Source: an optimization exercise on an open RTL-to-GDS flow (aim: small area, a short achievable clock period and few clock cycles). Production flows keep margins and buffers that such runs may drop. No functional check of the RTL was part of any run shown here. Power figures rest on the tool's default switching activity, not on a simulated workload.

## run.sh

```bash
#!/bin/bash
# synth_recipe.tcl (not shown) runs the flow's synth.tcl, then flattens the netlist and writes it again
# the make line also repeats each setting of config.mk as NAME=value (left out here)
make -C /OpenROAD-flow-scripts/flow DESIGN_CONFIG=/design/flow/config.mk WORK_HOME=/design/flow/orfs CLKGATE_MAP_FILE= SYNTH_SCRIPT=/design/flow/synth_recipe.tcl finish
```

## design.v

```verilog
module jbang_seq (
    input  wire        clk,
    input  wire        rst,           
    input  wire [2:0]  bus_addr,      
    input  wire        bus_we,
    input  wire [31:0] bus_wdata,
    output reg  [31:0] bus_rdata,
    output reg         jtag_trst_n,
    output reg         jtag_tck,
    output reg         jtag_tms,
    output reg         jtag_tdi,
    input  wire        jtag_tdo
);
    localparam [3:0] F_TAP_IDCODE = 4'h1, F_CONNECT = 4'h2, F_ROUTER = 4'h3,
                     F_DAP_IDCODE = 4'h4, F_ACK = 4'h5, F_CSW = 4'h6,
                     F_NOT_SHIFTING = 4'h7, F_AFTER_LAST = 4'h8,
                     F_BAD_IR = 4'h9, F_ILLEGAL = 4'hA, F_NBITS = 4'hB;
    localparam [1:0] TS_RESET = 2'b00, TS_IDLE = 2'b01, TS_SHIFTING = 2'b10;
    localparam [3:0] S_START = 4'd0, S_A = 4'd1, S_B = 4'd2, S_C = 4'd3, S_C1 = 4'd4,
                     S_C2 = 4'd5, S_C3 = 4'd6, S_D = 4'd7, S_E = 4'd8, S_AL = 4'd9,
                     S_PT = 4'd10, S_END = 4'd15;
    localparam [1:0] K_GEN = 2'd0, K_TX = 2'd1, K_RST = 2'd2, K_SHF = 2'd3;
    localparam [2:0] C_NONE = 3'd0, C_TAPID = 3'd1, C_CONNECT = 3'd2, C_R60 = 3'd3,
                     C_R2C = 3'd4, C_DAPID = 3'd5, C_CSW = 3'd6;
    localparam [1:0] I_ABORT = 2'd0, I_DPACC = 2'd1, I_APACC = 2'd2, I_CMD = 2'd3;
    reg [31:0] arg0, arg1, result;
    reg        busy, fault, overrun, pin_init_done;
    reg [3:0]  fcode;
    reg [1:0]  tap_state;
    reg        shift_phase, ir_valid;
    reg [3:0]  ir_cache;
    reg [31:0] X, Y;
    reg [2:0]  O;                     
    reg [1:0]  decf;                  
    reg [5:0]  upc;
    reg [3:0]  ph;
    reg [5:0]  cnt;
    reg        txp;                   
    reg        eh, bw, nz;            
    wire [5:0] c_nbits = Y[10:5];
    wire [3:0] c_ir    = Y[14:11];
    wire [2:0] c_op3   = Y[17:15];
    wire       c_last  = Y[18];
    reg [1:0] o_kind;
    reg       o_enB, o_wir, o_enC, o_nsel, o_lastsel, o_enD, o_enE, o_ea0, o_etms, o_enAL;
    reg [5:0] o_n;
    reg [3:0] o_cid;                  
    reg       o_dx;                   
    reg [3:0] o_ek;
    reg [2:0] o_chk;
    reg       o_last, o_res;
    reg [1:0] o_irsel;
    reg [2:0] o_op3;
    reg       o_op3cmd, o_y, o_iro;
    always @* begin
        o_kind = K_GEN; o_enB = 1'b0; o_wir = 1'b0; o_enC = 1'b0; o_nsel = 1'b0;
        o_lastsel = 1'b0; o_enD = 1'b0; o_enE = 1'b0; o_ea0 = 1'b0; o_etms = 1'b0;
        o_enAL = 1'b0; o_n = 6'd32; o_cid = 4'd0; o_dx = 1'b0; o_ek = 4'd10; o_chk = C_NONE;
        o_last = 1'b0; o_res = 1'b0; o_irsel = I_DPACC; o_op3 = 3'b000; o_op3cmd = 1'b0;
        o_y = 1'b0; o_iro = 1'b0;
        case (upc)
            6'd0:  begin o_kind = K_RST; o_enE = 1'b1; o_ek = 4'd5; o_etms = 1'b1; o_last = 1'b1; end
            6'd1:  begin o_last = 1'b1; end
            6'd2:  begin o_enE = 1'b1; o_ea0 = 1'b1; o_last = 1'b1; end
            6'd3:  begin o_enB = 1'b1; o_wir = 1'b1; o_last = 1'b1; end
            6'd4:  begin o_enB = 1'b1; o_last = 1'b1; end
            6'd5:  begin o_kind = K_SHF; o_enC = 1'b1; o_nsel = 1'b1; o_dx = 1'b1; o_lastsel = 1'b1;
                         o_enAL = 1'b1; o_last = 1'b1; o_res = 1'b1; end
            6'd6:  begin o_enB = 1'b1; o_wir = 1'b1; o_enC = 1'b1; o_nsel = 1'b1; o_dx = 1'b1;
                         o_enD = 1'b1; o_enAL = 1'b1; o_last = 1'b1; o_res = 1'b1; end
            6'd7:  begin o_enB = 1'b1; o_enC = 1'b1; o_nsel = 1'b1; o_dx = 1'b1;
                         o_enD = 1'b1; o_enAL = 1'b1; o_last = 1'b1; o_res = 1'b1; end
            6'd8:  begin o_kind = K_TX; o_iro = 1'b1; o_irsel = I_CMD; o_last = 1'b1; end
            6'd9:  begin o_kind = K_TX; o_irsel = I_CMD; o_op3cmd = 1'b1; o_dx = 1'b1; o_last = 1'b1; o_res = 1'b1; end
            6'd10: begin o_kind = K_TX; o_irsel = I_ABORT; o_op3 = 3'b000; o_cid = 4'd12; o_last = 1'b1; o_res = 1'b1; end
            6'd11: begin o_kind = K_TX; o_irsel = I_DPACC; o_op3 = 3'b010; o_dx = 1'b1; o_last = 1'b1; o_res = 1'b1; end
            6'd12: begin o_kind = K_TX; o_irsel = I_DPACC; o_op3 = 3'b011; o_last = 1'b1; o_res = 1'b1; end
            6'd13: begin o_kind = K_TX; o_irsel = I_DPACC; o_op3 = 3'b100; o_dx = 1'b1; o_last = 1'b1; o_res = 1'b1; end
            6'd14: begin o_kind = K_TX; o_irsel = I_DPACC; o_op3 = 3'b111; o_last = 1'b1; o_res = 1'b1; end
            6'd15: begin o_kind = K_TX; o_irsel = I_APACC; o_op3 = 3'b000; o_dx = 1'b1; o_last = 1'b1; o_res = 1'b1; end
            6'd16: begin o_kind = K_TX; o_irsel = I_APACC; o_op3 = 3'b001; o_last = 1'b1; o_res = 1'b1; end
            6'd17: begin o_kind = K_TX; o_irsel = I_APACC; o_op3 = 3'b010; o_dx = 1'b1; o_last = 1'b1; o_res = 1'b1; end
            6'd18: begin o_kind = K_TX; o_irsel = I_APACC; o_op3 = 3'b011; o_last = 1'b1; o_res = 1'b1; end
            6'd19: begin o_kind = K_TX; o_irsel = I_APACC; o_op3 = 3'b110; o_dx = 1'b1; o_last = 1'b1; o_res = 1'b1; end
            6'd20: begin o_kind = K_TX; o_irsel = I_APACC; o_op3 = 3'b111; o_last = 1'b1; o_res = 1'b1; end
            6'd21: begin o_kind = K_TX; o_irsel = I_DPACC; o_op3 = 3'b111; end
            6'd22: begin o_kind = K_TX; o_irsel = I_DPACC; o_op3 = 3'b011; o_y = 1'b1; end
            6'd23: begin o_kind = K_TX; o_irsel = I_DPACC; o_op3 = 3'b111; o_y = 1'b1; o_chk = C_CSW;
                         o_last = 1'b1; o_res = 1'b1; end
            6'd24: begin o_enB = 1'b1; o_enC = 1'b1; o_enD = 1'b1; o_chk = C_TAPID; end
            6'd25: begin o_enB = 1'b1; o_wir = 1'b1; o_enC = 1'b1; o_n = 6'd6; o_cid = 4'd1; o_enD = 1'b1; end
            6'd26: begin o_enB = 1'b1; o_enC = 1'b1; o_n = 6'd8; o_cid = 4'd2; o_enD = 1'b1; end
            6'd27: begin o_enB = 1'b1; o_enC = 1'b1; o_n = 6'd8; o_enD = 1'b1; o_enAL = 1'b1; o_chk = C_CONNECT; end
            6'd28: begin o_enB = 1'b1; o_wir = 1'b1; o_enC = 1'b1; o_n = 6'd6; o_cid = 4'd3; o_enD = 1'b1; end
            6'd29: begin o_enB = 1'b1; o_enC = 1'b1; o_cid = 4'd4; o_enD = 1'b1; end
            6'd30: begin o_enB = 1'b1; o_enC = 1'b1; o_cid = 4'd5; o_enD = 1'b1; o_chk = C_R60; end
            6'd31: begin o_enE = 1'b1; end
            6'd32: begin o_enB = 1'b1; o_enC = 1'b1; o_cid = 4'd6; o_enD = 1'b1; end
            6'd33: begin o_enB = 1'b1; o_enC = 1'b1; o_cid = 4'd7; o_enD = 1'b1; o_chk = C_R2C; end
            6'd34: begin o_enE = 1'b1; end
            6'd35: begin o_enB = 1'b1; o_wir = 1'b1; o_enC = 1'b1; o_n = 6'd6; o_cid = 4'd8; o_enD = 1'b1;
                         o_enE = 1'b1; o_last = 1'b1; end
            6'd36: begin o_enB = 1'b1; o_wir = 1'b1; o_enC = 1'b1; o_n = 6'd10; o_cid = 4'd9; o_enD = 1'b1; end
            6'd37: begin o_enB = 1'b1; o_enC = 1'b1; o_enD = 1'b1; o_chk = C_DAPID; end
            6'd38: begin o_kind = K_TX; o_irsel = I_DPACC; o_op3 = 3'b010; o_cid = 4'd10; end
            6'd39: begin o_kind = K_TX; o_irsel = I_DPACC; o_op3 = 3'b111; end
            6'd40: begin o_kind = K_TX; o_irsel = I_DPACC; o_op3 = 3'b011; o_y = 1'b1; end
            6'd41: begin o_kind = K_TX; o_irsel = I_DPACC; o_op3 = 3'b111; o_y = 1'b1; o_chk = C_CSW; end
            6'd42: begin o_kind = K_TX; o_irsel = I_DPACC; o_op3 = 3'b100; end
            6'd43: begin o_kind = K_TX; o_irsel = I_APACC; o_op3 = 3'b000; o_cid = 4'd11; o_last = 1'b1; end
            6'd44: begin o_kind = K_TX; o_irsel = I_APACC; o_op3 = 3'b010; o_dx = 1'b1; end
            6'd45: begin o_kind = K_TX; o_irsel = I_APACC; o_op3 = 3'b111; end
            6'd46: begin o_kind = K_TX; o_irsel = I_DPACC; o_op3 = 3'b111; end
            6'd47: begin o_kind = K_TX; o_irsel = I_DPACC; o_op3 = 3'b011; o_y = 1'b1; end
            6'd48: begin o_kind = K_TX; o_irsel = I_DPACC; o_op3 = 3'b111; o_y = 1'b1; o_chk = C_CSW;
                         o_last = 1'b1; o_res = 1'b1; end
            6'd49: begin o_kind = K_TX; o_irsel = I_APACC; o_op3 = 3'b010; o_dx = 1'b1; end
            6'd50: begin o_kind = K_TX; o_irsel = I_APACC; o_op3 = 3'b110; o_dx = 1'b1; o_y = 1'b1; end
            6'd51: begin o_kind = K_TX; o_irsel = I_DPACC; o_op3 = 3'b111; end
            6'd52: begin o_kind = K_TX; o_irsel = I_DPACC; o_op3 = 3'b011; o_y = 1'b1; end
            6'd53: begin o_kind = K_TX; o_irsel = I_DPACC; o_op3 = 3'b111; o_y = 1'b1; o_chk = C_CSW;
                         o_last = 1'b1; end
            default: begin o_last = 1'b1; end
        endcase
    end
    wire is_tx  = (o_kind == K_TX);
    wire [5:0] n_gen = o_nsel ? c_nbits : o_n;
    wire last_gen = o_lastsel ? c_last : 1'b1;
    reg [3:0] cur_ir;
    always @* begin
        case (o_irsel)
            I_ABORT: cur_ir = 4'b1000;
            I_APACC: cur_ir = 4'b1011;
            I_CMD:   cur_ir = c_ir;
            default: cur_ir = 4'b1010;
        endcase
    end
    wire [2:0] cur_op3 = o_op3cmd ? c_op3 : o_op3;
    wire ir_hit = ir_valid && (ir_cache == cur_ir);
    wire tap_idle = (tap_state == TS_IDLE);
    wire xlo_nz   = (X[3:0] != 4'd0);
    wire xhi_nz   = (X[31:4] != 28'd0);
    wire vA  = (o_kind == K_GEN) && !tap_idle;
    wire vB  = o_enB;
    wire vC  = o_enC && (n_gen != 6'd0);
    wire vD  = o_enD;
    wire vE  = o_enE && !(o_ea0 && !xlo_nz && !xhi_nz);
    wire vAL = o_enAL && (n_gen != 6'd32 || !o_enD);
    wire walk_ir = is_tx ? !txp : o_wir;
    wire [5:0] plast_commit = (tap_state == TS_RESET) ? 6'd0 : (shift_phase ? 6'd1 : 6'd2);
    reg [5:0] plast;
    always @* begin
        case (ph)
            S_A, S_D: plast = plast_commit;
            S_B:      plast = walk_ir ? 6'd3 : 6'd2;
            S_C:      plast = is_tx ? 6'd9 : n_gen - 6'd1;
            S_C1:     plast = 6'd2;
            S_C2:     plast = 6'd31;
            S_E:      plast = is_tx ? 6'd0 : {2'b00, o_ek} - 6'd1;
            default:  plast = 6'd0;
        endcase
    end
    wire e_a0   = (ph == S_E) && o_ea0;
    wire [3:0] xlo_m1 = X[3:0] - 4'd1;
    wire pend   = e_a0 ? (eh ? (cnt[3:0] == 4'd15) : (cnt[3:0] == xlo_m1)) : (cnt == plast);
    wire rot_hi = (cnt[3:0] >= 4'd2);           
    wire rot_out = rot_hi ? (X[0] ^ bw) : X[0];
    wire e_more = eh ? (nz | rot_out) : xhi_nz;
    reg [3:0] first_ph;
    always @* begin
        if (is_tx)
            first_ph = !tap_idle ? S_A : S_B;
        else if (vA)  first_ph = S_A;
        else if (vB)  first_ph = S_B;
        else if (vC)  first_ph = S_C;
        else if (vD)  first_ph = S_D;
        else if (vE)  first_ph = S_E;
        else if (vAL) first_ph = S_AL;
        else          first_ph = S_END;
    end
    reg [3:0] next_ph;
    always @* begin
        next_ph = S_END;
        if (is_tx) begin
            case (ph)
                S_A:  next_ph = S_B;
                S_B:  next_ph = txp ? S_C1 : S_C;
                S_C:  next_ph = S_D;
                S_C1: next_ph = S_C2;
                S_C2: next_ph = S_C3;
                S_C3: next_ph = S_D;
                S_D:  next_ph = txp ? S_E : (o_iro ? S_END : S_B);
                default: next_ph = S_END;
            endcase
        end else begin
            case (ph)
                S_A: next_ph = vB ? S_B : vC ? S_C : vD ? S_D : vE ? S_E : vAL ? S_AL : S_END;
                S_B: next_ph = vC ? S_C : vD ? S_D : vE ? S_E : vAL ? S_AL : S_END;
                S_C: next_ph = vD ? S_D : vE ? S_E : vAL ? S_AL : S_END;
                S_D: next_ph = vE ? S_E : vAL ? S_AL : S_END;
                S_E: next_ph = vAL ? S_AL : S_END;
                default: next_ph = S_END;
            endcase
        end
    end
    function pulse_tms(input [3:0] p, input [5:0] c);
        begin
            case (p)
                S_A, S_D: pulse_tms = (c != plast_commit);
                S_B:      pulse_tms = (c == 6'd0) || (walk_ir && c == 6'd1);
                S_C:      pulse_tms = (is_tx || last_gen) && (c == (is_tx ? 6'd9 : n_gen - 6'd1));
                S_C3:     pulse_tms = 1'b1;
                S_E:      pulse_tms = is_tx ? 1'b0 : o_etms;
                default:  pulse_tms = 1'b0;
            endcase
        end
    endfunction
    reg kbit;
    always @* begin
        case (o_cid)
            4'd1:  kbit = 32'h00000007 >> cnt[4:0];
            4'd2:  kbit = 32'h00000089 >> cnt[4:0];
            4'd3:  kbit = 32'h00000002 >> cnt[4:0];
            4'd4:  kbit = 32'hE0002000 >> cnt[4:0];
            4'd5:  kbit = 32'h60000000 >> cnt[4:0];
            4'd6:  kbit = 32'hAC002100 >> cnt[4:0];
            4'd7:  kbit = 32'h2C000000 >> cnt[4:0];
            4'd8:  kbit = 32'h0000003F >> cnt[4:0];
            4'd9:  kbit = 32'h000003FE >> cnt[4:0];
            4'd10: kbit = 32'h50000032 >> cnt[4:0];
            4'd11: kbit = 32'h00000012 >> cnt[4:0];
            4'd12: kbit = 32'h00000001 >> cnt[4:0];
            default: kbit = 1'b0;
        endcase
    end
    wire dreg = o_y ? Y[0] : X[0];
    function pulse_tdi(input [3:0] p, input [5:0] c);
        begin
            case (p)
                S_C:  pulse_tdi = is_tx ? ((c < 6'd4) ? cur_ir[c[1:0]] : 1'b1)
                                        : (o_dx ? X[0] : kbit);
                S_C1: pulse_tdi = O[0];
                S_C2: pulse_tdi = o_dx ? dreg : kbit;
                default: pulse_tdi = 1'b0;
            endcase
        end
    endfunction
    reg       chk_fail;
    reg [3:0] chk_code;
    always @* begin
        chk_fail = 1'b0; chk_code = F_CSW;
        case (o_chk)
            C_TAPID:   begin chk_fail = (X[27:0] != 28'hB94402F); chk_code = F_TAP_IDCODE; end
            C_CONNECT: begin chk_fail = (X[3:0] != 4'b1001); chk_code = F_CONNECT; end
            C_R60:     begin chk_fail = (X[31:24] != 8'h60); chk_code = F_ROUTER; end
            C_R2C:     begin chk_fail = (X[31:24] != 8'h2C); chk_code = F_ROUTER; end
            C_DAPID:   begin chk_fail = (X != 32'h3BA00477); chk_code = F_DAP_IDCODE; end
            C_CSW:     begin chk_fail = (Y != 32'hF0000000); chk_code = F_CSW; end
            default: ;
        endcase
    end
    wire [4:0] w_opc = bus_wdata[4:0];
    wire w_illegal = (bus_wdata[31:19] != 13'd0) || (w_opc == 5'h00) || (w_opc > 5'h1A);
    wire w_nbits   = (w_opc == 5'h06 || w_opc == 5'h07 || w_opc == 5'h08) && (bus_wdata[10:5] > 6'd32);
    wire w_badir   = (w_opc == 5'h09 || w_opc == 5'h0A) &&
                     !(bus_wdata[14:11] == 4'b1000 || bus_wdata[14:11] == 4'b1010 ||
                       bus_wdata[14:11] == 4'b1011);
    wire w_apwrite = !w_illegal && (w_opc == 5'h1A);
    reg [5:0] w_entry;
    always @* begin
        case (w_opc)
            5'h16:   w_entry = 6'd21;
            5'h17:   w_entry = 6'd24;
            5'h18:   w_entry = 6'd36;
            5'h19:   w_entry = 6'd44;
            5'h1A:   w_entry = 6'd49;
            default: w_entry = {1'b0, w_opc} - 6'd1;
        endcase
    end
    wire rd_fv  = (bus_addr == 3'd5) && fault;
    wire sel_a0 = (bus_addr == 3'd1);
    wire sel_a1 = (bus_addr == 3'd2);
    wire sel_r  = (bus_addr == 3'd3);
    wire sel_st = (bus_addr == 3'd4);
    wire sel_y  = rd_fv && (fcode == F_ILLEGAL || fcode == F_CSW);
    wire sel_x  = rd_fv && (fcode == F_TAP_IDCODE || fcode == F_CONNECT ||
                            fcode == F_ROUTER || fcode == F_DAP_IDCODE);
    wire sel_nb = rd_fv && (fcode == F_NBITS);
    wire sel_ir = rd_fv && (fcode == F_BAD_IR);
    wire sel_o  = rd_fv && (fcode == F_ACK);
    wire sel_ts = rd_fv && (fcode == F_NOT_SHIFTING);
    wire [31:0] status = {8'd0, 4'd0, fcode, 4'd0, ir_cache, ir_valid, shift_phase,
                          tap_state, pin_init_done, overrun, fault, busy};
    always @* begin
        bus_rdata = ({32{sel_a0}} & arg0) | ({32{sel_a1}} & arg1) | ({32{sel_r}} & result) |
                    ({32{sel_x}} & X) | ({32{sel_y}} & Y) | ({32{sel_st}} & status) |
                    ({32{sel_nb}} & {26'd0, c_nbits}) | ({32{sel_ir}} & {28'd0, c_ir}) |
                    ({32{sel_o}} & {29'd0, O}) | ({32{sel_ts}} & {30'd0, tap_state});
    end
    reg [31:0] n_arg0, n_arg1, n_result, n_X, n_Y;
    reg        n_busy, n_fault, n_overrun, n_pid, n_sp, n_irv, n_txp, n_eh, n_bw, n_nz;
    reg [3:0]  n_fcode, n_irc, n_ph;
    reg [1:0]  n_tap, n_decf;
    reg [2:0]  n_O;
    reg [5:0]  n_upc, n_cnt;
    reg        n_trst, n_tck, n_tms, n_tdi;
    reg [3:0]  np;        
    reg        op_end;    
    reg        go;        
    reg        enter;     
    reg        rot;       
    always @* begin
        n_arg0 = arg0; n_arg1 = arg1; n_result = result; n_X = X; n_Y = Y; n_O = O;
        n_busy = busy; n_fault = fault; n_fcode = fcode; n_overrun = overrun; n_pid = pin_init_done;
        n_tap = tap_state; n_sp = shift_phase; n_irv = ir_valid; n_irc = ir_cache;
        n_decf = decf; n_upc = upc; n_ph = ph; n_cnt = cnt; n_txp = txp;
        n_eh = eh; n_bw = bw; n_nz = nz;
        n_trst = jtag_trst_n; n_tck = jtag_tck; n_tms = jtag_tms; n_tdi = jtag_tdi;
        op_end = 1'b0; go = 1'b0; enter = 1'b0; np = S_END;
        rot = e_a0 && eh;
        if (busy) begin
            if (rot) begin
                n_X = {rot_out, X[31:1]};
                if (rot_hi) begin
                    n_bw = bw & ~X[0];
                    n_nz = nz | rot_out;
                end
            end
            if (jtag_tck) begin
                n_tck = 1'b0;
                case (ph)
                    S_C:  if (!is_tx) n_X = {jtag_tdo, X[31:1]};
                    S_C1: n_O = {jtag_tdo, O[2:1]};
                    S_C2: if (o_y) n_Y = {jtag_tdo, Y[31:1]};
                          else     n_X = {jtag_tdo, X[31:1]};
                    default: ;
                endcase
                if (pend) begin
                    if (e_a0 && e_more) begin
                        n_eh = 1'b1; n_cnt = 6'd0; n_bw = 1'b1; n_nz = 1'b0;
                    end else begin
                        case (ph)
                            S_A, S_D: begin n_tap = TS_IDLE; n_sp = 1'b0; end
                            S_B: begin
                                n_tap = TS_SHIFTING; n_sp = 1'b0;
                                if (walk_ir) n_irv = 1'b0;
                            end
                            S_C:  if (is_tx || last_gen) n_sp = 1'b1;
                            S_C3: n_sp = 1'b1;
                            default: ;
                        endcase
                        if (is_tx && ph == S_D && !txp) begin
                            n_irc = cur_ir; n_irv = 1'b1; n_txp = 1'b1;
                        end
                        np = next_ph;
                        if (np == S_END) op_end = 1'b1;
                        else enter = 1'b1;
                    end
                end else begin
                    n_cnt = cnt + 6'd1;
                end
            end else begin
                case (ph)
                    S_START: begin
                        if (decf != 2'd0) begin
                            n_fault = 1'b1; n_busy = 1'b0;
                            n_fcode = (decf == 2'd1) ? F_ILLEGAL :
                                      (decf == 2'd2) ? F_NBITS : F_BAD_IR;
                        end else begin
                            n_pid = 1'b1;
                            n_O = cur_op3;
                            n_txp = ir_hit;
                            if (o_kind == K_SHF && tap_state != TS_SHIFTING) begin
                                n_fault = 1'b1; n_busy = 1'b0; n_fcode = F_NOT_SHIFTING;
                            end else if (o_kind == K_SHF && shift_phase) begin
                                n_fault = 1'b1; n_busy = 1'b0; n_fcode = F_AFTER_LAST;
                            end else if (is_tx && o_iro && ir_hit) begin
                                op_end = 1'b1;
                            end else if (o_kind == K_RST) begin
                                n_trst = 1'b0;
                                n_ph = S_PT;
                            end else begin
                                np = first_ph;
                                if (np == S_END) op_end = 1'b1;
                                else if (np == S_AL || np == S_E) enter = 1'b1;
                                else go = 1'b1;
                            end
                        end
                    end
                    S_PT: begin
                        n_trst = 1'b1;
                        np = S_E; enter = 1'b1;
                    end
                    S_AL: begin
                        if (cnt == 6'd32) op_end = 1'b1;
                        else begin
                            n_X = {1'b0, X[31:1]};
                            n_cnt = cnt + 6'd1;
                        end
                    end
                    default: begin
                        if (ph == S_C2 && cnt == 6'd0 && O != 3'b010) begin
                            n_fault = 1'b1; n_busy = 1'b0; n_fcode = F_ACK;
                        end else begin
                            n_tck = 1'b1;
                            n_tms = pulse_tms(ph, cnt);
                            n_tdi = pulse_tdi(ph, cnt);
                        end
                    end
                endcase
            end
            if (go) begin
                n_tck = 1'b1;
                n_tms = pulse_tms(np, 6'd0);
                n_tdi = pulse_tdi(np, 6'd0);
                n_ph = np; n_cnt = 6'd0;
            end
            if (enter) begin
                n_ph = np;
                n_cnt = (np == S_AL) ? n_gen : 6'd0;
                n_eh = !xlo_nz; n_bw = 1'b1; n_nz = 1'b0;
            end
            if (op_end) begin
                if (chk_fail) begin
                    n_fault = 1'b1; n_busy = 1'b0; n_fcode = chk_code;
                end else if (o_last) begin
                    n_busy = 1'b0;
                    if (o_res) n_result = X;
                    if (o_kind == K_RST) begin
                        n_tap = TS_RESET; n_sp = 1'b0; n_irv = 1'b0;
                    end
                end else begin
                    n_upc = upc + 6'd1;
                    n_ph = S_START; n_cnt = 6'd0;
                end
            end
        end
        if (bus_we) begin
            case (bus_addr)
                3'd0: begin
                    if (busy) n_overrun = 1'b1;
                    else if (!fault) begin
                        n_busy = 1'b1;
                        n_upc = w_entry; n_ph = S_START; n_cnt = 6'd0;
                        n_decf = w_illegal ? 2'd1 : w_nbits ? 2'd2 : w_badir ? 2'd3 : 2'd0;
                        n_X = arg0;
                        n_Y = w_apwrite ? arg1 : bus_wdata;
                    end
                end
                3'd1: n_arg0 = bus_wdata;
                3'd2: n_arg1 = bus_wdata;
                default: ;
            endcase
        end
    end
    always @(posedge clk) begin
        if (rst) begin
            arg0 <= 32'd0; arg1 <= 32'd0; result <= 32'd0;
            busy <= 1'b0; fault <= 1'b0; overrun <= 1'b0; pin_init_done <= 1'b0; fcode <= 4'd0;
            tap_state <= TS_RESET; shift_phase <= 1'b0; ir_valid <= 1'b0; ir_cache <= 4'd0;
            jtag_trst_n <= 1'b1; jtag_tck <= 1'b0; jtag_tms <= 1'b1; jtag_tdi <= 1'b0;
        end else begin
            arg0 <= n_arg0; arg1 <= n_arg1; result <= n_result;
            busy <= n_busy; fault <= n_fault; overrun <= n_overrun; pin_init_done <= n_pid;
            fcode <= n_fcode; tap_state <= n_tap; shift_phase <= n_sp; ir_valid <= n_irv;
            ir_cache <= n_irc;
            jtag_trst_n <= n_trst; jtag_tck <= n_tck; jtag_tms <= n_tms; jtag_tdi <= n_tdi;
        end
    end
    always @(posedge clk) begin
        X <= n_X; Y <= n_Y; O <= n_O; decf <= n_decf; upc <= n_upc; ph <= n_ph; cnt <= n_cnt;
        txp <= n_txp; eh <= n_eh; bw <= n_bw; nz <= n_nz;
    end
endmodule
```

## config.mk

```make
export PLATFORM = sky130hd
export DESIGN_NAME = jbang_seq
export DESIGN_NICKNAME = jbang_seq
export VERILOG_FILES = /design/flow/design.v
export SDC_FILE = /design/flow/constraint.sdc
export NUM_CORES = 4
export LEC_CHECK = 0
export CAP_MARGIN = 20
export CORE_MARGIN = 2
export CORE_UTILIZATION = 40
export PLACE_DENSITY = 0.6
export SETUP_SLACK_MARGIN = 3.5
export SLEW_MARGIN = 20
export SYNTH_MEMORY_MAX_BITS = 16384
```

## constraint.sdc

```tcl
create_clock -name core_clock -period 8.0 [get_ports {clk}]
set_input_delay 1.6000 -clock core_clock [delete_from_list [all_inputs] [get_ports {clk}]]
set_output_delay 1.6000 -clock core_clock [all_outputs]
set_load 0.01 [all_outputs]
```

==> impl_metrics.json, run 1 <==
{
  "ys_warn_count": 1,
  "root_buffer": "clkbuf_16",
  "synth.distinct_cells": 88,
  "io_buffers": 74,
  "num_antenna_cells": 0,
  "whs_ns": 0.470,
  "antenna_found_initial": 1,
  "syn_inst": 1956,
  "placementRows": 70,
  "slew_headroom": 0.288,
  "post-place-ws_ns": 1.66,
  "cpPeakStageDelay_ns": 0.23,
  "worst_pin_slew_ns": 1.07,
  "clk_pin_slew_ns": 0.06,
  "overflow": 0,
  "dieArea_um2": 38900,
  "finalHoldViolCount": 0,
  "path_class": "in2out",
  "cts_sinks": 240,
  "fin_crit_ns": 4.70,
  "ys_seq_area_frac": 0.328,
  "setup_viol": 0,
  "tritoncts": "done",
  "fin_nets": 2074,
  "status": "complete, no violations",
  "synth.avg_cell_area_um2": 7.63,
  "cp_data_arrival_time_ns": 3.10,
  "synth_largest_area_cell": "dfxtp_1",
  "cp.buffers_inverters": 5,
  "yosysMostFrequentCell": "nand2_1",
  "yosys-top-cells-area": "dfxtp_1 31%, nand2_1 8.4%, mux2i_1 5.4%",
  "drt-wirelength-per-cell_um": 23.6,
  "syn_to_final_growth_pct": 21.4,
  "synth_top_area_frac": 0.310,
  "routed_wirelength_um": 59000,
  "hold_class": "reg2reg",
  "drv_cap": 0,
  "floorplan.initialDensity": 0.407,
  "critical_path.slowest_cell": "a221o_1",
  "grt_pass1_vias": 14400,
  "total_leakage_power_nw": 6.87,
  "place_congestion": 0.985,
  "worstSetupEndpointType": "output port",
  "period_share": 0.587,
  "vias_per_cell": 6.28,
  "timing.fmax_mhz": 213,
  "antenna_left": 0,
  "crit_top_cell": "buf_6",
  "crit_path_max_fanout": 5,
  "hold_buffers": 0,
  "cts_buffers": 28,
  "irDropWorstVdd_mv": 0.148,
  "clock_path_buffers": 3,
  "place_hpwl_um": 40000,
  "cellPowerDensity_nw_per_um2": 229,
  "htree_levels": 1,
  "crit_family": "buffers and inverters",
  "fin_tns_setup_ns": 0,
  "rsz0062_at_grt": "true",
  "grt_start_max_net_pins": 75,
  "chipHeight_um": 197,
  "num_vias": 15677,
  "finalMaxSlewViolations": 0,
  "grt_pass1_wl_um": 89600,
  "die_w_um": 197,
  "worstSkewPairLatency_ns": 0.59,
  "clock_skew_ns": 0.0330,
  "io_pins": 75,
  "synth-seq-cells": 240,
  "first_pass_iters": 5,
  "synthesis.nets": 2022,
  "drt_iter0_drc": 1698,
  "setup_ws_ns": 3.30,
  "synth_edf_count": 9,
  "synthTopCellsByCount": "333 x nand2_1, 231 x dfxtp_1, 174 x nor2_1",
  "async_reset_ff_frac": 0,
  "track_usage": 0.297,
  "startpoint_type": "input port",
  "crit_required_ns": 6.40,
  "netlist_area_um2": 14900,
  "ys.flop_type": "dfxtp_1",
  "drc": 0,
  "cp_cell_sequence": "buf_8, nor2b_4, nand3_4, nor3_4, buf_6, buf_12, buf_6, nand2_2, o21ai_2, a221o_1, buf_2",
  "drive_gt1_frac": 0.173,
  "core_area_um2": 36700
}
==> power breakdown <==
group	total [W]	internal, W	switching (W)	leakage, nW
Clock	0.00132	0.000770	0.000549	0.464
Combinational	0.00138	0.000533	0.000847	4.45
Sequential	0.00145	0.00128	0.000171	1.96
Total	0.00415	0.00258	0.00157	6.87
==> worst register-to-register path: cells and delay by family, from the launching register on <==
kind,cells,cell delay [ns]
AOI/OAI and AO/OA,7,1.82
and+or+nand+nor,4,1.10
muxes,2,0.46
DFF,1,0.37
adders and majority gates,1,0.32
buffers and inverters,1,0.20
==> worst paths after layout <==
| check | start | endpoint | slack [ns] | cells past startpoint |
|---|---|---|---|---|
| worst max-delay path | bus_addr[0] | bus_rdata[6] | 3.30 | 11 |
| worst min-delay path | arg1[19] | arg1[19] | 0.47 | 2 |
| worst min register to register | arg1[19] | arg1[19] | 0.47 | 2 |
| worst max register to register | X[7] | o_op3[0] | 3.62 | 15 |
==> metal layers <==
metal | GRT usage | vias to the layer above | wire (um)
li1 | - | 7212 | -
met1 | 0.424 | 7563 | 25800
met2 | 0.463 | 782 | 26000
met3 | 0.0429 | 118 | 5210
met4 | 0.0902 | 2 | 1950
met5 | 0 | - | 13
==> through the flow <==
stage               instances  utilization  instance area [um2]  total power (W)
floorplan                1956            -                15000          0.00226
global placement         2377        0.434                15900          0.00268
detailed placement       2377        0.434                15900          0.00268
CTS                      2470        0.480                17600          0.00404
global route             2496        0.494                18100          0.00432
finish                   2496        0.494                18100          0.00415
==> sequential cells by signal (all words and copies together) (netlist names), 2 cells and up <==
signal	flops
cnt	6
result	32
ir_cache	4
o_cid	4
ph	4
upc	6
tap_state	2
arg0	32
o_chk	3
fcode	4
o_op3	3
O	3
decf	2
o_n	4
Y	32
arg1	32
o_kind	2
o_irsel	2
X	32
==> logic make-up after synthesis <==
group | share of synthesized area
buffers and inverters | 0.0543
DFF | 0.328
AOI/OAI and AO/OA | 0.252
adders and majority gates | 0.0234
muxes | 0.0878
xor gates and xnor gates | 0.0141
and+or+nand+nor | 0.240
==> layout by cell type, fill, tap and decap left out, types with 19 or more instances in the layout <==
cell type        instances
a211oi_1                37
a21oi_1                150
a22oi_1                 70
a22oi_2                 25
a31oi_1                 33
buf_2                   31
buf_4                   71
clkbuf_16               30
clkdlybuf4s50_1         36
dfxtp_1                225
ha_1                    22
inv_1                   29
mux2_2                  40
mux2i_1                 79
nand2_1                325
nand2b_1                27
nand3_1                 40
nor2_1                 170
nor2b_1                 35
nor3_1                  37
nor4_1                  19
o21ai_0                 62
o21ai_1                 25
==> layout make-up <==
type / count / area (um2)
multi-input cells: 1523 / 9830
flip-flops and latches: 240 / 4910
inverters: 40 / 169
repair buffers: 175 / 1670
clock buffers: 40 / 847
well taps: 468 / 586
fillers: 3555 / 18600
clock inverters: 10 / 111
==> repair_timing <==
item | 4_1_cts | 5_1_grt
pin swaps | 14 | 23
setup buffers | 37 | 25
resized for setup | 264 | 58
gates cloned | 6 | 1
setup endpoints to repair | 162 | 122
==> inputs of run 2 (changes only) <==
--- a/config.mk
+++ b/config.mk
@@ -11,3 +11,3 @@
 export PLACE_DENSITY = 0.6
-export SETUP_SLACK_MARGIN = 3.5
+export SETUP_SLACK_MARGIN = 2.5
 export SLEW_MARGIN = 20
==> run 2 against run 1 <==
Still clean; clock power is 3% lower; non-clock buffer count is 59 lower; power down 4.1%; first-iteration DRC count grew 0.77%; register-to-register slack worse by 0.88 ns; global-route usage decreased by 0.87 points; synthesized cell count is the same; sequential power barely moved; critical path depth fell by 2; count of clock-buffer cells in the layout stayed put; worst setup slack worse by 0.70 ns.
==> impl_metrics.json, run 2 <==
{
  "synth_edf_count": 9,
  "drc": 0,
  "place_hpwl_um": 39700,
  "chipHeight_um": 197,
  "worstSkewPairLatency_ns": 0.58,
  "rr_endpoint": "o_irsel[1]",
  "worstRegToRegCells": 17,
  "fin_nets": 2015,
  "worstSetupEndpointType": "output port",
  "synth_top_area_frac": 0.310,
  "fin_tns_setup_ns": 0,
  "cellPowerDensity_nw_per_um2": 234,
  "status": "complete, no violations",
  "cp_cell_sequence": "clkdlybuf4s15_2, nand3_2, nor3_4, buf_4, buf_12, nand2_1, o21ai_0, a221o_1, clkdlybuf4s50_1",
  "setup_viol": 0,
  "netlist_area_um2": 14900,
  "drt_iter0_drc": 1711,
  "synthTopCellsByCount": "333 x nand2_1, 231 x dfxtp_1, 174 x nor2_1",
  "crit_path_max_fanout": 18,
  "num_antenna_cells": 0,
  "syn_inst": 1956,
  "antenna_left": 0,
  "synth_largest_area_cell": "dfxtp_1",
  "ys_seq_area_frac": 0.328,
  "setup_ws_ns": 2.60,
  "clk_pin_slew_ns": 0.06,
  "die_w_um": 197,
  "track_usage": 0.289,
  "num_vias": 15517,
  "drv_cap": 0,
  "overflow": 0,
  "crit_family": "buffers and inverters",
  "critical_path.slowest_cell": "clkdlybuf4s50_1",
  "vias_per_cell": 6.37,
  "routed_wirelength_um": 57600,
  "io_buffers": 74,
  "synthesis.nets": 2022,
  "dieArea_um2": 38900,
  "cts_buffers": 28,
  "startpoint_type": "input port",
  "syn_to_final_growth_pct": 13.9,
  "yosys-top-cells-area": "dfxtp_1 31%, nand2_1 8.4%, mux2i_1 5.4%",
  "finalHoldViolCount": 0,
  "yosysMostFrequentCell": "nand2_1",
  "synth.distinct_cells": 88,
  "total_leakage_power_nw": 6.32,
  "root_buffer": "clkbuf_16",
  "grt_pass1_wl_um": 87900,
  "drt-wirelength-per-cell_um": 23.7,
  "fin_crit_ns": 5.40,
  "clock_path_buffers": 3,
  "synthMuxAreaShare": 0.0878,
  "place_congestion": 0.980,
  "holdPathEnd": "arg1[15]",
  "synth-seq-cells": 240,
  "cp.buffers_inverters": 4,
  "slew_headroom": 0.266,
  "path_class": "in2out",
  "placementRows": 70,
  "rsz0062_at_grt": "true",
  "worst_pin_slew_ns": 1.07,
  "core_area_um2": 36700,
  "hp-start": "arg1[15]",
  "first_pass_iters": 5,
  "drive_gt1_frac": 0.0935,
  "cp_data_arrival_time_ns": 3.80,
  "cpPeakStageDelay_ns": 0.57,
  "crit_required_ns": 6.40,
  "hold_class": "reg2reg",
  "finalMaxSlewViolations": 0,
  "antenna_found_initial": 1,
  "final_common_cell": "nand2_1",
  "post-place-ws_ns": 1.40,
  "synth_simple_gate_area_frac": 0.240,
  "tritoncts": "done",
  "holdPathStages": 2,
  "reg2reg_slack_ns": 2.74,
  "period_share": 0.675,
  "irDropWorstVdd_mv": 0.148,
  "htree_levels": 1,
  "synth_compound_area_frac": 0.252,
  "clock_skew_ns": 0.0317,
  "synthAdderAreaFrac": 0.0234,
  "cts_sinks": 240,
  "grt_pass1_vias": 14150,
  "ys_warn_count": 1,
  "timing.fmax_mhz": 185,
  "floorplan.initialDensity": 0.407,
  "synthXorXnorAreaFrac": 0.0141,
  "ys.flop_type": "dfxtp_1",
  "io_pins": 75,
  "synth_top_family_by_area": "compound AO/OA/AOI/OAI gates",
  "r2r_start": "ph[3]",
  "synth.avg_cell_area_um2": 7.63,
  "grt_start_max_net_pins": 76,
  "async_reset_ff_frac": 0,
  "mostFrequentLayoutCells": "332 x nand2_1, 227 x dfxtp_1, 170 x nor2_1"
}
-- run 2: cell types whose count changed in the layout (fill, tap and decap cells not counted), moves of 5 or more --
cell	previous run	this run
buf_4	71	37
buf_2	31	1
o21ai_0	62	90
clkdlybuf4s50_1	36	62
a22oi_1	70	95
a22oi_2	25	0
o21ai_1	25	12
o21ai_2	14	1
buf_12	12	1
buf_6	14	4
nand2_1	325	332
dlygate4sd2_1	1	6
ha_1	22	27
-- run 2: tightest hold or removal path, cell delays in order, from the launching register on --
cell	delay, ns
dfxtp_1	0.32
nand2_1	0.05
a21oi_1	0.05
-- run 2: what timing repair did --
| item | in CTS | in global routing |
|---|---|---|
| resized for setup | 28 | 17 |
| setup endpoints to repair | 67 | 53 |
| hold buffers | 0 | 0 |
| cloned | 2 | 0 |
| pin swaps | 3 | 0 |
| buffers inserted | 4 | 1 |
-- run 2: layout make-up --
cell class | count | area (um2)
fill | 3619 | 19700
multi-input combinational | 1523 | 9340
sequential | 240 | 4900
timing repair buffer | 116 | 1100
clock buffer | 40 | 827
tap | 468 | 586
inverter | 40 | 159
clock inverter | 9 | 86.3
-- run 2: layer usage --
metal  GRT usage  wire length (um)  share of wire  up-vias
met5           0                 0              0        -
met2       0.442             25100           0.44      795
met1       0.415             25800           0.45     7509
li1            -                 -              -     7081
met3      0.0435              4810          0.083      132
met4      0.0925              1870          0.032        0
-- run 2: worst max-delay path by stage --
| stage | start | endpoint | slack (ns) | cells after the start |
|---|---|---|---|---|
| floorplan | bus_addr[0] | bus_rdata[0] | 2.93 | 8 |
| global placement | bus_addr[2] | o_wir | 1.60 | 12 |
| detailed placement | bus_addr[2] | o_op3[0] | 1.40 | 12 |
| CTS | bus_addr[1] | bus_rdata[7] | 2.50 | 9 |
| global route | ph[1] | o_irsel[1] | 2.48 | 17 |
| finish | bus_addr[2] | bus_rdata[10] | 2.60 | 9 |
-- run 2: kinds of logic after synthesis --
group / after synthesis
AOI/OAI and AO/OA: 572
xor gates and xnor gates: 24
adders and majority gates: 28
buffers and inverters: 193
DFF: 240
muxes: 124
and+or+nand+nor: 775
-- run 2: power breakdown --
group / internal [W] / switching (W)
clock network: 0.000723 / 0.000561
logic: 0.000445 / 0.000793
registers: 0.00128 / 0.000177
-- run 2: through the flow --
stage	utilization	instances	cell area, um2	total power [W]	hold slack (ns)
2_1_floorplan	-	1956	14900	0.00225	0.438
3_3_place_gp	0.433	2380	15900	0.00267	0.461
3_5_place_dp	0.433	2380	15900	0.00267	0.467
4_1_cts	0.462	2435	16900	0.00394	0.475
5_1_grt	0.463	2436	17000	0.00414	0.487
6_report	0.463	2436	17000	0.00398	0.474
==> inputs of run 3 (changes only) <==
--- a/design.v
+++ b/design.v
@@ -59,3 +59,3 @@
         o_last = 1'b0; o_res = 1'b0; o_irsel = I_DPACC; o_op3 = 3'b000; o_op3cmd = 1'b0;
-        o_y = 1'b0; o_iro = 1'b0;
+        o_y = 1'b0; o_iro = 1'b0; o_op3cmd = 1'b0;
         case (upc)
@@ -73,3 +73,3 @@
             6'd8:  begin o_kind = K_TX; o_iro = 1'b1; o_irsel = I_CMD; o_last = 1'b1; end
-            6'd9:  begin o_kind = K_TX; o_irsel = I_CMD; o_op3cmd = 1'b1; o_dx = 1'b1; o_last = 1'b1; o_res = 1'b1; end
+            6'd9:  begin o_kind = K_TX; o_irsel = I_CMD; o_op3 = c_op3; o_dx = 1'b1; o_last = 1'b1; o_res = 1'b1; end
             6'd10: begin o_kind = K_TX; o_irsel = I_ABORT; o_op3 = 3'b000; o_cid = 4'd12; o_last = 1'b1; o_res = 1'b1; end
@@ -137,3 +137,3 @@
     end
-    wire [2:0] cur_op3 = o_op3cmd ? c_op3 : o_op3;
+    wire [2:0] cur_op3 = o_op3;
     wire ir_hit = ir_valid && (ir_cache == cur_ir);
@@ -413,4 +413,5 @@
                 n_tck = 1'b1;
-                n_tms = pulse_tms(np, 6'd0);
-                n_tdi = pulse_tdi(np, 6'd0);
+                n_tms = (np == S_C) ? (last_gen && n_gen == 6'd1)
+                                    : (np == S_B || tap_state != TS_RESET);
+                n_tdi = (np == S_C) && X[0];
                 n_ph = np; n_cnt = 6'd0;
--- a/config.mk
+++ b/config.mk
@@ -11,3 +11,3 @@
 export PLACE_DENSITY = 0.6
-export SETUP_SLACK_MARGIN = 2.5
+export SETUP_SLACK_MARGIN = 4.5
 export SLEW_MARGIN = 20
==> run 3 against run 2 <==
Power increased by 13%; still clean on timing, DRC and antenna; highest routed layer is now met5; wire length increased by 17%; sequential share of layout area decreased by 6.8 points; final cell count increased by 2.3%; sequential power decreased by 12%; global-route usage increased by 6.1 points; clock power decreased by 9%; synthesized cell count decreased by 3.9%; synthesized area decreased by 5.4%; hold slack got worse by 0.0035 ns.
==> impl_metrics.json, run 3 <==
{
  "finalMaxSlewViolations": 0,
  "overflow": 0,
  "reg2reg_slack_ns": 3.81,
  "seqPwrFrac": 0.284,
  "async_reset_ff_frac": 0,
  "fin_crit_ns": 4.87,
  "fin_nets": 2074,
  "ys.flop_type": "dfxtp_1",
  "timing.fmax_mhz": 205,
  "rsz0062_at_grt": "true",
  "place_hpwl_um": 42100,
  "core_area_um2": 34600,
  "synth-seq-cells": 205,
  "status": "complete, no violations",
  "first_pass_iters": 8,
  "cts_sinks": 205,
  "syn_to_final_growth_pct": 35.3,
  "synth_edf_count": 9,
  "startpoint_type": "input port",
  "crit_required_ns": 6.40,
  "grt_pass1_wl_um": 98200,
  "synth.distinct_cells": 90,
  "hold_class": "reg2reg",
  "io_pins": 75,
  "die_w_um": 192,
  "netlist_area_um2": 14100,
  "synthTopCellsByCount": "291 x nand2_1, 196 x dfxtp_1, 146 x nor2_1",
  "critPathLaunch": "bus_addr[1]",
  "cp_data_arrival_time_ns": 3.27,
  "grt_pass1_vias": 15656,
  "synth_largest_area_cell": "dfxtp_1",
  "synth.avg_cell_area_um2": 7.51,
  "tritoncts": "done",
  "place_congestion": 0.981,
  "synthesis.nets": 1940,
  "drt-wirelength-per-cell_um": 27.1,
  "cellPowerDensity_nw_per_um2": 235,
  "rr_endpoint": "cnt[2]",
  "grt_start_max_net_pins": 74,
  "p_int_w": 0.00264,
  "drive_gt1_frac": 0.269,
  "htree_levels": 1,
  "path_class": "in2out",
  "mostFrequentLayoutCells": "278 x nand2_1, 187 x dfxtp_1, 135 x nor2_1",
  "io_buffers": 74,
  "worstRegToRegCells": 14,
  "yosysMostFrequentCell": "nand2_1",
  "clock_skew_ns": 0.0212,
  "finalHoldViolCount": 0,
  "routed_wirelength_um": 67600,
  "r2r_start": "X[1]",
  "slew_headroom": 0.288,
  "crit_end": "bus_rdata[3]",
  "instances_no_fill": 2491,
  "ys_warn_count": 1,
  "setup_viol": 0,
  "period_share": 0.609,
  "seq_area_um2": 4220,
  "num_vias": 16860,
  "combPwrFrac": 0.455,
  "placed_cells": 2293,
  "antenna_left": 0,
  "floorplan.initialDensity": 0.408,
  "antenna_found_initial": 3,
  "worstSetupEndpointType": "output port",
  "clk_pin_slew_ns": 0.06,
  "drc": 0,
  "total_leakage_power_nw": 7.51,
  "syn_inst": 1880,
  "placementRows": 68,
  "hp-start": "arg1[19]",
  "worstSkewPairLatency_ns": 0.56,
  "fin_tns_setup_ns": 0,
  "irDropWorstVdd_mv": 0.139,
  "yosys-top-cells-area": "dfxtp_1 28%, nand2_1 7.7%, a21oi_1 5.0%",
  "final_common_cell": "nand2_1",
  "dieArea_um2": 36800,
  "track_usage": 0.349,
  "crit_path_max_fanout": 3,
  "vias_per_cell": 6.77,
  "drv_cap": 0,
  "cts_buffers": 26,
  "p_sw_frac": 0.411,
  "pwr-share-clk": 0.261,
  "root_buffer": "clkbuf_16",
  "chipHeight_um": 192,
  "drt_iter0_drc": 2313,
  "hold_buffers": 0,
  "synth_top_area_frac": 0.278,
  "power_switching_w": 0.00184,
  "multi_input_area_um2": 10200,
  "fill_cells": 3139,
  "ys_seq_area_frac": 0.297,
  "clock_path_buffers": 3,
  "worst_pin_slew_ns": 1.06
}
-- run 3: cell count changes in the layout (fill, tap and decap cells not counted), sizes merged, moves of 33 or more --
cell / change
dfxtp: -35
nor2: -33
buf: +168
nand2: -41
a22oi: -36
clkdlybuf4s50: -42
-- run 3: cells by family after synthesis --
family / count (synthesis) / synth area share
xor gates and xnor gates: 24 / 0.0149
buffers and inverters: 229 / 0.0663
muxes: 94 / 0.0701
DFF: 205 / 0.297
and+or+nand+nor: 728 / 0.250
AOI/OAI and AO/OA: 579 / 0.283
adders and majority gates: 21 / 0.0186
-- run 3: layout make-up --
class / count / share of cell area
multi-input combinational: 1447 / 0.536
sequential: 205 / 0.221
timing repair buffer: 264 / 0.154
clock buffer: 34 / 0.0388
tap: 455 / 0.0298
inverter: 70 / 0.0149
clock inverter: 14 / 0.00524
antenna: 2 / 0.000262
-- run 3: power by group through the flow --
stage | Combinational (W) | Clock [W] | Sequential (W)
finish | 0.00204 | 0.00117 | 0.00128
CTS | 0.00176 | 0.00117 | 0.00126
global route | 0.00213 | 0.00121 | 0.00128
global placement | 0.00133 | 0 | 0.00128
floorplan | 0.000999 | 0 | 0.00117
detailed placement | 0.00133 | 0 | 0.00127
-- run 3: worst max-delay path: stages --
cell	delay, ns
buf_8	0.10
buf_12	0.12
nor2b_4	0.16
buf_6	0.13
buf_12	0.09
nand4_1	0.17
nor3b_4	0.33
buf_6	0.15
a22oi_2	0.04
o21ai_1	0.10
a221o_1	0.14
buf_2	0.14
-- run 3: worst min path at each step --
stage / to / slack (ns) / cells past startpoint
after floorplan: overrun / 0.44 / 2
after global placement: arg0[13] / 0.46 / 2
after detailed placement: arg1[19] / 0.46 / 2
after CTS: arg1[19] / 0.47 / 2
after global routing: arg1[17] / 0.50 / 2
final: arg1[19] / 0.47 / 2
-- run 3: stage by stage --
stage | hold WS (ns) | setup slack [ns] | utilization | cell area [um2] | total power [W]
global placement | 0.459 | 1.86 | 0.442 | 15300 | 0.00261
global route | 0.499 | 3.09 | 0.552 | 19100 | 0.00462
floorplan | 0.437 | 3.47 | - | 14500 | 0.00217
detailed placement | 0.465 | 1.77 | 0.444 | 15400 | 0.00260
finish | 0.471 | 3.13 | 0.552 | 19100 | 0.00449
CTS | 0.473 | 3.23 | 0.526 | 18200 | 0.00420
-- run 3: timing repair --
item                       CTS  global route
pin swaps                   40            56
resized for setup          345           139
cloned                      16             4
setup endpoints to repair  211           162
setup buffers               99            29
-- run 3: per-layer routing --
layer  global-route usage  vias to the layer above  wire (um)
li1                     -                     7287          -
met1                0.458                     8102      26400
met2                0.547                     1152      29500
met3               0.0625                      315       7050
met4                0.182                        4       4610
met5                    0                        -         30
==> inputs of run 4 (changes only) <==
--- a/config.mk
+++ b/config.mk
@@ -11,3 +11,3 @@
 export PLACE_DENSITY = 0.6
-export SETUP_SLACK_MARGIN = 4.5
+export SETUP_SLACK_MARGIN = 3.5
 export SLEW_MARGIN = 20
==> run 4 against run 3 <==
Power down 11%; non-clock buffer count fell by 71; flip-flop and latch count unchanged; register-to-register slack worse by 0.17 ns; largest power group unchanged; utilization is 5.2 points lower; worst setup slack worse by 0.0057 ns; still clean on timing, DRC and antenna.
==> impl_metrics.json, run 4 <==
{
  "yosysMostFrequentCell": "nand2_1",
  "clock_path_buffers": 3,
  "holdPathStages": 2,
  "worstSkewPairLatency_ns": 0.55,
  "finalPower_w": 0.00401,
  "grt_pass1_wl_um": 91500,
  "ys_warn_count": 1,
  "clk_pin_slew_ns": 0.06,
  "drive_gt1_frac": 0.179,
  "irDropWorstVdd_mv": 0.139,
  "mostFrequentLayoutCells": "288 x nand2_1, 191 x dfxtp_1, 141 x nor2_1",
  "cpPeakStageDelay_ns": 0.17,
  "dieArea_um2": 36800,
  "worstSetupEndpointType": "output port",
  "die_w_um": 192,
  "io_pins": 75,
  "crit_required_ns": 6.40,
  "p_int_w": 0.00243,
  "cellPowerDensity_nw_per_um2": 232,
  "syn_to_final_growth_pct": 22.6,
  "timing.fmax_mhz": 205,
  "hold_buffers": 0,
  "path_class": "in2out",
  "slew_headroom": 0.268,
  "root_buffer": "clkbuf_16",
  "synthTopCellsByCount": "291 x nand2_1, 196 x dfxtp_1, 146 x nor2_1",
  "final_common_cell": "nand2_1",
  "ys_seq_area_frac": 0.297,
  "hold_class": "reg2reg",
  "pwr-share-clk": 0.311,
  "num_vias": 16149,
  "syn_inst": 1880,
  "fill_cells": 3307,
  "drt-wirelength-per-cell_um": 25.3,
  "total_leakage_power_nw": 6.72,
  "seqPwrFrac": 0.312,
  "synth_largest_area_cell": "dfxtp_1",
  "tritoncts": "done",
  "placementRows": 68,
  "synth_top_area_frac": 0.278,
  "core_area_um2": 34600,
  "drv_cap": 0,
  "antenna_left": 0,
  "htree_levels": 1,
  "drt_iter0_drc": 2421,
  "fin_crit_ns": 4.87,
  "antenna_found_initial": 1,
  "netlist_area_um2": 14100,
  "synth-seq-cells": 205,
  "startpoint_type": "input port",
  "place_congestion": 1.00,
  "first_pass_iters": 9,
  "synth.avg_cell_area_um2": 7.51,
  "status": "complete, no violations",
  "period_share": 0.609,
  "synthesis.nets": 1940,
  "rsz0062_at_grt": "true",
  "routed_wirelength_um": 61200,
  "cp_cell_sequence": "buf_8, buf_12, nor2b_4, nand3_4, buf_4, buf_6, nor3_4, buf_6, buf_4, nand2_1, o21ai_1, a221o_1, buf_2",
  "fin_nets": 2003,
  "place_hpwl_um": 40500,
  "crit_path_max_fanout": 7,
  "fin_tns_setup_ns": 0,
  "p_sw_frac": 0.395,
  "grt_start_max_net_pins": 74,
  "critical_path.slowest_cell": "nor2b_4",
  "cts_buffers": 25,
  "setup_viol": 0,
  "track_usage": 0.324,
  "synth_edf_count": 9,
  "finalMaxSlewViolations": 0,
  "combPwrFrac": 0.377,
  "cts_sinks": 205,
  "cp_data_arrival_time_ns": 3.27,
  "power_switching_w": 0.00158,
  "chipHeight_um": 192,
  "io_buffers": 74,
  "vias_per_cell": 6.68,
  "async_reset_ff_frac": 0,
  "drc": 0,
  "clock_skew_ns": 0.0300,
  "overflow": 0,
  "yosys-top-cells-area": "dfxtp_1 28%, nand2_1 7.7%, a21oi_1 5.0%",
  "worst_pin_slew_ns": 1.08,
  "grt_pass1_vias": 14700,
  "finalHoldViolCount": 0,
  "floorplan.initialDensity": 0.408,
  "worstRegToRegCells": 14,
  "synth.distinct_cells": 90,
  "ys.flop_type": "dfxtp_1"
}
run 4: cell type report:
class	count	area (um2)	share of cell area
multi-input combinational	1448	9550	0.552
antenna	2	5.00	0.000289
tap	455	569	0.0329
timing repair buffer	193	1820	0.105
inverter	70	267	0.0154
sequential	205	4200	0.243
clock buffer	34	731	0.0422
clock inverter	10	166	0.00961
run 4: power groups by stage:
stage / sequential [W] / clock, W / combinational, W
after floorplan: 0.00117 / 0 / 0.000947
after global placement: 0.00126 / 0 / 0.00127
after detailed placement: 0.00126 / 0 / 0.00127
after CTS: 0.00124 / 0.00126 / 0.00140
after global routing: 0.00126 / 0.00130 / 0.00161
final: 0.00125 / 0.00125 / 0.00151
run 4: path summary, 6_finish.rpt:
kind	start	to	slack (ns)
hold reg to reg	arg1[14]	arg1[14]	0.47
setup / recovery	bus_addr[1]	bus_rdata[10]	3.13
hold / removal	arg1[14]	arg1[14]	0.47
setup reg to reg	upc[5]	cnt[2]	3.64
run 4: repair_timing:
action / in CTS / in global routing
setup endpoints to repair: 101 / 99
pin swaps: 26 / 24
buffers inserted: 50 / 21
gates resized for setup: 232 / 55
gates cloned: 8 / 0
run 4: metrics by stage:
step / hold slack, ns / area, um2 / std cells / setup WS [ns] / utilization
finish: 0.474 / 17300 / 2417 / 3.13 / 0.500
global route: 0.497 / 17300 / 2415 / 3.08 / 0.500
CTS: 0.474 / 17000 / 2394 / 3.21 / 0.490
detailed placement: 0.467 / 15100 / 2292 / 1.66 / 0.437
global placement: 0.453 / 15100 / 2292 / 1.69 / 0.437
floorplan: 0.437 / 14200 / 1880 / 3.47 / -
run 4: worst max-delay path, delay by kind of cell:
family,cells,cell delay [ns]
AOI/OAI and AO/OA,2,0.26
buffers and inverters,7,0.91
and+or+nand+nor,4,0.49
run 4: per-layer routing:
metal,global-route usage,vias to the layer above,part of all wire
met5,0,-,0
met2,0.500,1124,0.44
li1,-,7148,-
met3,0.0528,178,0.10
met1,0.442,7699,0.41
met4,0.146,0,0.048
run 4: cell families (layout without fill, tap and decap cells):
| kind of cell | Yosys count | in the layout | synth area share |
|---|---|---|---|
| buf+inv | 229 | 307 | 0.0663 |
| fa+ha+maj | 21 | 21 | 0.0186 |
| simple gates | 728 | 730 | 0.250 |
| xor+xnor | 24 | 24 | 0.0149 |
| flops | 205 | 205 | 0.297 |
| mux | 94 | 94 | 0.0701 |
| other cells | 0 | 2 | 0 |
| compound gates | 579 | 579 | 0.283 |

port drivers added, routing unchanged:
How much do the figures lean on ideal ports? The routed layouts below were timed once more, with nothing changed but the port constraints.
Step 1, drivers: a clkbuf_16 drives clk and a buf_2 each remaining input, both assumed.
Step 2 moves the port delays by t, midway between the first and last clock arrival at a register: inputs arrive t later, outputs are due t later. That takes back most of the time a late clock gives input paths.
Three values: ideal ports, drivers, drivers and shift; two values: the first two.
run | shift t [ns] | setup slack, ns | cell pins on the clock port's net
run 1 | 0.628 | 3.301 / 3.248 / 3.087 | 1
run 2 | 0.626 | 2.597 / 2.572 / 2.402 | 1
run 3 | 0.607 | 3.132 / 3.075 / 3.075 | 1
run 4 | 0.592 | 3.126 / 3.002 / 3.002 | 1
After both steps every run listed still meets setup and hold. The setup slack of run 1, which loses most, moves by -0.053 ns with the drivers and by -0.214 ns with both steps.
